This design comes from an exercise in tuning for small area, a short achievable clock period and few clock cycles on the open sky130 flow, not from production work. RTL that was checked went through simulation tests only; none was proved equivalent to the original. Power figures rest on the tool's default switching activity, not on a simulated workload.

Design ung5_rxdec, start of the top module:
module ung5_rxdec (
    input  wire        clk,
    input  wire        rst,
    input  wire        start,
    input  wire [7:0]  start_addr,
    input  wire [15:0] start_total,
    input  wire        rx_valid,
    input  wire [7:0]  rx_data,
    output wire        rx_ready,
    input  wire        tick,
    input  wire        dec_start,
    input  wire [5:0]  buf_idx,
    output wire [7:0]  buf_data,
    output wire [1:0]  rx_state,
    output wire [2:0]  rx_reason,
    output wire [6:0]  rx_len,
    output wire [3:0]  err_code,
    output wire        dec_valid,
    output wire [1:0]  dec_kind,
    output wire [1:0]  dec_why,
    output wire [1:0]  dec_class,
    output wire [7:0]  dec_addr,
    output wire [7:0]  dec_ctrl,
    output wire [7:0]  dec_length,
    output wire [7:0]  dec_opc,
    output wire [15:0] dec_crc,
    output wire        dec_etx_ok,
    output wire        dec_stop_ok,
    output wire        dec_addr_ok
);
export LEC_CHECK = 0
export CAP_MARGIN = 20
export CORE_MARGIN = 2
export CORE_UTILIZATION = 30
export CTS_BUF_LIST = sky130_fd_sc_hd__clkbuf_4 sky130_fd_sc_hd__clkbuf_8
export PLACE_DENSITY = 0.5
export SETUP_SLACK_MARGIN = 2.5
export SLEW_MARGIN = 20
export SYNTH_HIERARCHICAL = 1
create_clock -name core_clock -period 7.5 [get_ports {clk}]
standard.sh (not shown) runs the stock make flow with config.mk's settings and CLKGATE_MAP_FILE= SYNTH_SCRIPT=/design/flow/synth_recipe.tcl, a recipe that flattens the netlist after the stock synthesis.
==> flow/flow/run.sh <==
#!/bin/bash
# The standard layout (the standard.sh: standard synthesis, floorplan,
# placement, CTS, routing), with every input and output port buffered by
# sky130_fd_sc_hd__buf_2 instead of the cell buffer_ports picks by itself,
# and clock tree synthesis without dummy loads.
# make's full output goes to flow_make.log here; ORFS keeps each step's log
# under orfs/logs/.
set -euo pipefail
export BUFFER_PORTS_ARGS="-buffer_cell sky130_fd_sc_hd__buf_2"
export CTS_ARGS="-sink_clustering_enable -repair_clock_nets -dont_use_dummy_load -buf_list {sky130_fd_sc_hd__clkbuf_4 sky130_fd_sc_hd__clkbuf_8}"
bash standard.sh > flow_make.log 2>&1
The baseline completed with no timing, DRC or antenna violations.
Testbench counts at the start, summed over its fixed seeds: cycles 28,368.
==> next run, changes <==
Settings changed: SETUP_SLACK_MARGIN 2.5 to 3.0.
Combinational power grows by 4.9%.
Sequential power barely changes.
Power goes up by 0.38%.
Fmax falls by 0.77%.
Clock skew falls by 0.013 ns.
Clock power barely changes.
Design area grows by 0.75%.
Routed wire length is higher by 1.6%.
==> next run, changes <==
Settings changed: ABC_AREA set to 1, SETUP_SLACK_MARGIN 3.0 to 2.5.
What happened:
- synthesized cell count went up by 67%
- area after synthesis rose by 7.9%
- final area increases by about 7%
- critical path depth rose by 3
==> next run, changes <==
Settings changed: ABC_AREA 1 to unset, ABC_CLOCK_PERIOD_IN_PS set to 2500.
Effect: Setup slack gets worse by 0.11 ns; utilization barely changes; routed wire length came out lower by a little under a tenth; cell count came out lower by a quarter to a third; die area came out lower by a little under a tenth; total power came out lower by a few percent.
==> next run, changes <==
--- a/flow/flow/run.sh
+++ b/flow/flow/run.sh
@@ -10 +10 @@
-export CTS_ARGS="-sink_clustering_enable -repair_clock_nets -dont_use_dummy_load -buf_list {sky130_fd_sc_hd__clkbuf_4 sky130_fd_sc_hd__clkbuf_8}"
+export CTS_ARGS="-sink_clustering_enable -repair_clock_nets -dont_use_dummy_load -sink_clustering_size 24 -sink_clustering_max_diameter 60 -buf_list {sky130_fd_sc_hd__clkbuf_16}"
Settings changed: ABC_CLOCK_PERIOD_IN_PS 2500 to unset.
Effect: The changed run went through all stages and came out clean. Die area does not change. Clock power goes down by about 4%. Hold slack improved by 0.0050 ns. Utilization hardly moves. Synthesized area is unchanged. Total power goes down by 1.0%.

---

Setup of main:
ung5_rxdec, a different RTL version from the one above (not shown whole).
For scale: ~1900 cells after synthesis, roughly 620 flip-flops, ~130 I/O pins, ~0.028 mm2 of cells after synthesis.
Settings: LEC_CHECK=0, CAP_MARGIN=20, CORE_MARGIN=2, CORE_UTILIZATION=30, CTS_BUF_LIST=sky130_fd_sc_hd__clkbuf_4 sky130_fd_sc_hd__clkbuf_8, PLACE_DENSITY=0.5, SETUP_SLACK_MARGIN=2.5, SLEW_MARGIN=20, SYNTH_HIERARCHICAL=1; clock period 7.5 ns.
==> flow/flow/run.sh <==
#!/bin/bash
# The standard layout (the standard.sh: standard synthesis, floorplan,
# placement, CTS, routing), with every input and output port buffered by
# sky130_fd_sc_hd__buf_2 instead of the cell buffer_ports picks by itself,
# and clock tree synthesis without dummy loads.
# make's full output goes to flow_make.log here; ORFS keeps each step's log
# under orfs/logs/.
set -euo pipefail
export BUFFER_PORTS_ARGS="-buffer_cell sky130_fd_sc_hd__buf_2"
export CTS_ARGS="-sink_clustering_enable -repair_clock_nets -dont_use_dummy_load -buf_list {sky130_fd_sc_hd__clkbuf_4 sky130_fd_sc_hd__clkbuf_8}"
bash standard.sh > flow_make.log 2>&1
main has completed all stages; timing, DRC and antenna checks passed.
#### Input delta (the feature branch over main)
diff --git a/flow/flow/run.sh b/flow/flow/run.sh
--- a/flow/flow/run.sh
+++ b/flow/flow/run.sh
@@ -9,3 +9,3 @@
 export BUFFER_PORTS_ARGS="-buffer_cell sky130_fd_sc_hd__buf_2"
-export CTS_ARGS="-sink_clustering_enable -repair_clock_nets -dont_use_dummy_load -buf_list {sky130_fd_sc_hd__clkbuf_4 sky130_fd_sc_hd__clkbuf_8}"
+export CTS_ARGS="-sink_clustering_enable -repair_clock_nets -dont_use_dummy_load -sink_clustering_size 24 -sink_clustering_max_diameter 60 -buf_list {sky130_fd_sc_hd__clkbuf_16}"
 bash standard.sh > flow_make.log 2>&1
## What came out
The feature branch ended with every stage complete and zero timing, DRC or antenna violations.
The global-route met1 utilization was comparable across main and the feature branch.
The feature branch vs. main: final net count saw a decrease, portion of the layout cell area used by clock cells went down.
No functional check of the RTL was part of any run of this note.

---

Another version of the RTL of ung5_rxdec (not shown whole).
Size in the first run: ~1800 cells after synthesis, roughly 27000 µm² of cells after synthesis.
Settings: LEC_CHECK=0, CAP_MARGIN=20, CORE_MARGIN=2, CORE_UTILIZATION=30, CTS_BUF_LIST=sky130_fd_sc_hd__clkbuf_4 sky130_fd_sc_hd__clkbuf_8, PLACE_DENSITY=0.5, SETUP_SLACK_MARGIN=2.5, SLEW_MARGIN=20, SYNTH_HIERARCHICAL=1; clock period 7.5 ns.
==> flow/flow/run.sh <==
#!/bin/bash
# The standard layout (the standard.sh: standard synthesis, floorplan,
# placement, CTS, routing), with every input and output port buffered by
# sky130_fd_sc_hd__buf_2 instead of the cell buffer_ports picks by itself,
# and clock tree synthesis without dummy loads.
# make's full output goes to flow_make.log here; ORFS keeps each step's log
# under orfs/logs/.
set -euo pipefail
export BUFFER_PORTS_ARGS="-buffer_cell sky130_fd_sc_hd__buf_2"
export CTS_ARGS="-sink_clustering_enable -repair_clock_nets -dont_use_dummy_load -buf_list {sky130_fd_sc_hd__clkbuf_4 sky130_fd_sc_hd__clkbuf_8}"
bash standard.sh > flow_make.log 2>&1
Testbench counts at the start, summed over its fixed seeds: cycles 27,745.
==> next run, changes <==
--- a/flow/flow/run.sh
+++ b/flow/flow/run.sh
@@ -8,4 +8,4 @@
 set -euo pipefail
 export BUFFER_PORTS_ARGS="-buffer_cell sky130_fd_sc_hd__buf_2"
-export CTS_ARGS="-sink_clustering_enable -repair_clock_nets -dont_use_dummy_load -buf_list {sky130_fd_sc_hd__clkbuf_4 sky130_fd_sc_hd__clkbuf_8}"
+export CTS_ARGS="-sink_clustering_enable -repair_clock_nets -dont_use_dummy_load -sink_clustering_size 16 -sink_clustering_max_diameter 50 -buf_list {sky130_fd_sc_hd__clkbuf_8}"
 bash standard.sh > flow_make.log 2>&1
Effect:
- The changed run finished clean
- clock-buffer cell count falls by 41
- clock skew fell by 0.059 ns
- maximum frequency goes down by 0.73%
- utilization goes down by 0.71 points
- cell area decreases by 2.0%
- first-iteration DRC count goes down by 3.0%
- worst hold slack improved by 0.038 ns
- wire length came out lower by 1.0%
- die area stays the same
- critical path depth fell by 2
==> next run, changes <==
- SETUP_SLACK_MARGIN: 2.5 -> 2.7
Outcome: Count of clock-buffer cells in the layout increases by 2; design area climbs by 1.8%; critical path depth shrinks by 1; worst setup slack gains 0.0048 ns; total power goes up by 1.7%.

---

Another version of the RTL of ung5_rxdec (not shown whole).
For scale: about 1,900 cells after synthesis, about 28,000 µm² of cells after synthesis.
Design ung5_rxdec, start of the top module:
module ung5_rxdec (
    input  wire        clk,
    input  wire        rst,
    input  wire        start,
    input  wire [7:0]  start_addr,
    input  wire [15:0] start_total,
    input  wire        rx_valid,
    input  wire [7:0]  rx_data,
    output wire        rx_ready,
    input  wire        tick,
    input  wire        dec_start,
    input  wire [5:0]  buf_idx,
    output wire [7:0]  buf_data,
    output wire [1:0]  rx_state,
    output wire [2:0]  rx_reason,
    output wire [6:0]  rx_len,
    output wire [3:0]  err_code,
    output wire        dec_valid,
    output wire [1:0]  dec_kind,
    output wire [1:0]  dec_why,
    output wire [1:0]  dec_class,
    output wire [7:0]  dec_addr,
    output wire [7:0]  dec_ctrl,
    output wire [7:0]  dec_length,
    output wire [7:0]  dec_opc,
    output wire [15:0] dec_crc,
    output wire        dec_etx_ok,
    output wire        dec_stop_ok,
    output wire        dec_addr_ok
);
export LEC_CHECK = 0
export CAP_MARGIN = 20
export CORE_MARGIN = 2
export CORE_UTILIZATION = 30
export CTS_BUF_LIST = sky130_fd_sc_hd__clkbuf_4 sky130_fd_sc_hd__clkbuf_8
export PLACE_DENSITY = 0.5
export SETUP_SLACK_MARGIN = 2.5
export SLEW_MARGIN = 20
export SYNTH_HIERARCHICAL = 1
create_clock -name core_clock -period 7.5 [get_ports {clk}]
run.sh (not shown) runs the stock make flow with config.mk's settings and CLKGATE_MAP_FILE= SYNTH_SCRIPT=/design/flow/synth_recipe.tcl, a recipe that flattens the netlist after the stock synthesis.
Stock flow here: none of the scripts above is used.
Testbench counts at the start, summed over its fixed seeds: cycles 28,368.
Then changed:
Settings changed: SYNTH_HIERARCHICAL 1 to not set.
The new run completed with no timing, DRC or antenna violations.
Design area drops by 3.0%.
Setup slack is worse by 0.21 ns.
Power drops by 4.8%.
Via count drops by 3.0%.
Wire length drops by 1.4%.
Die area drops by 5.1%.
Utilization climbs by 0.87 points.
Synthesized cell count drops by 8.9%.
Area after synthesis drops by 5.1%.
Worst hold slack is better by 0.016 ns.

-- afterwards: timing with drivers on the ports --
The results above use ideal ports. As a check the final layouts listed here were re-extracted and re-timed, cells and wires unchanged.
Step 1 (the two cells are an assumption about what drives the block):
set clk [get_ports {clk}]
set_driving_cell -lib_cell sky130_fd_sc_hd__clkbuf_16 $clk
set_driving_cell -lib_cell sky130_fd_sc_hd__buf_2 [delete_from_list [all_inputs] $clk]
Step 2 moves the port delays by t, midway between the first and last clock arrival at a register: inputs arrive t later, outputs are due t later. That takes back most of the time a late clock gives input paths.
Three values: no drivers, after step 1, after step 2; two values: the first two.
run | t (ns) | slack for setup (ns) | worst hold slack (ns) | worst slew at a driven data input, ns | cell pins on the clock port's net
the first run of note 1 | 0.737 | 2.498 / 2.392 / 2.392 | 0.386 / 0.386 / 0.386 | 0.14 | 1
the second run of note 1 | 0.740 | 2.460 / 2.330 / 2.330 | 0.406 / 0.406 / 0.406 | 0.15 | 1
the third run of note 1 | 0.789 | 2.606 / 2.464 / 2.464 | 0.367 / 0.367 / 0.367 | 0.16 | 1
the fourth run of note 1 | 0.737 | 2.498 / 2.392 / 2.392 | 0.386 / 0.386 / 0.386 | 0.14 | 1
the fifth run of note 1 | 0.679 | 2.493 / 2.362 / 2.362 | 0.391 / 0.391 / 0.391 | 0.13 | 1
main | 0.736 | 2.489 / 2.338 / 2.338 | 0.404 / 0.404 / 0.404 | 0.20 | 1
the feature branch | 0.659 | 2.521 / 2.360 / 2.360 | 0.394 / 0.394 / 0.394 | 0.22 | 1
the first run of note 3 | 0.753 | 2.368 / 2.163 / 2.163 | 0.371 / 0.371 / 0.371 | 0.21 | 1
the second run of note 3 | 0.731 | 2.331 / 2.145 / 2.145 | 0.409 / 0.409 / 0.409 | 0.20 | 1
the third run of note 3 | 0.742 | 2.335 / 2.127 / 2.127 | 0.387 / 0.387 / 0.387 | 0.28 | 1
the first run of note 4 | 0.769 | 2.306 / 2.246 / 2.246 | 0.411 / 0.411 / 0.411 | 0.08 | 1
the second run of note 4 | 0.786 | 2.100 / 2.048 / 1.871 | 0.427 / 0.427 / 0.427 | 0.09 | 1
After both steps every run listed still meets setup and hold. The setup slack of the second run of note 4, which loses most, moves by -0.052 ns with the drivers and by -0.229 ns with both steps.
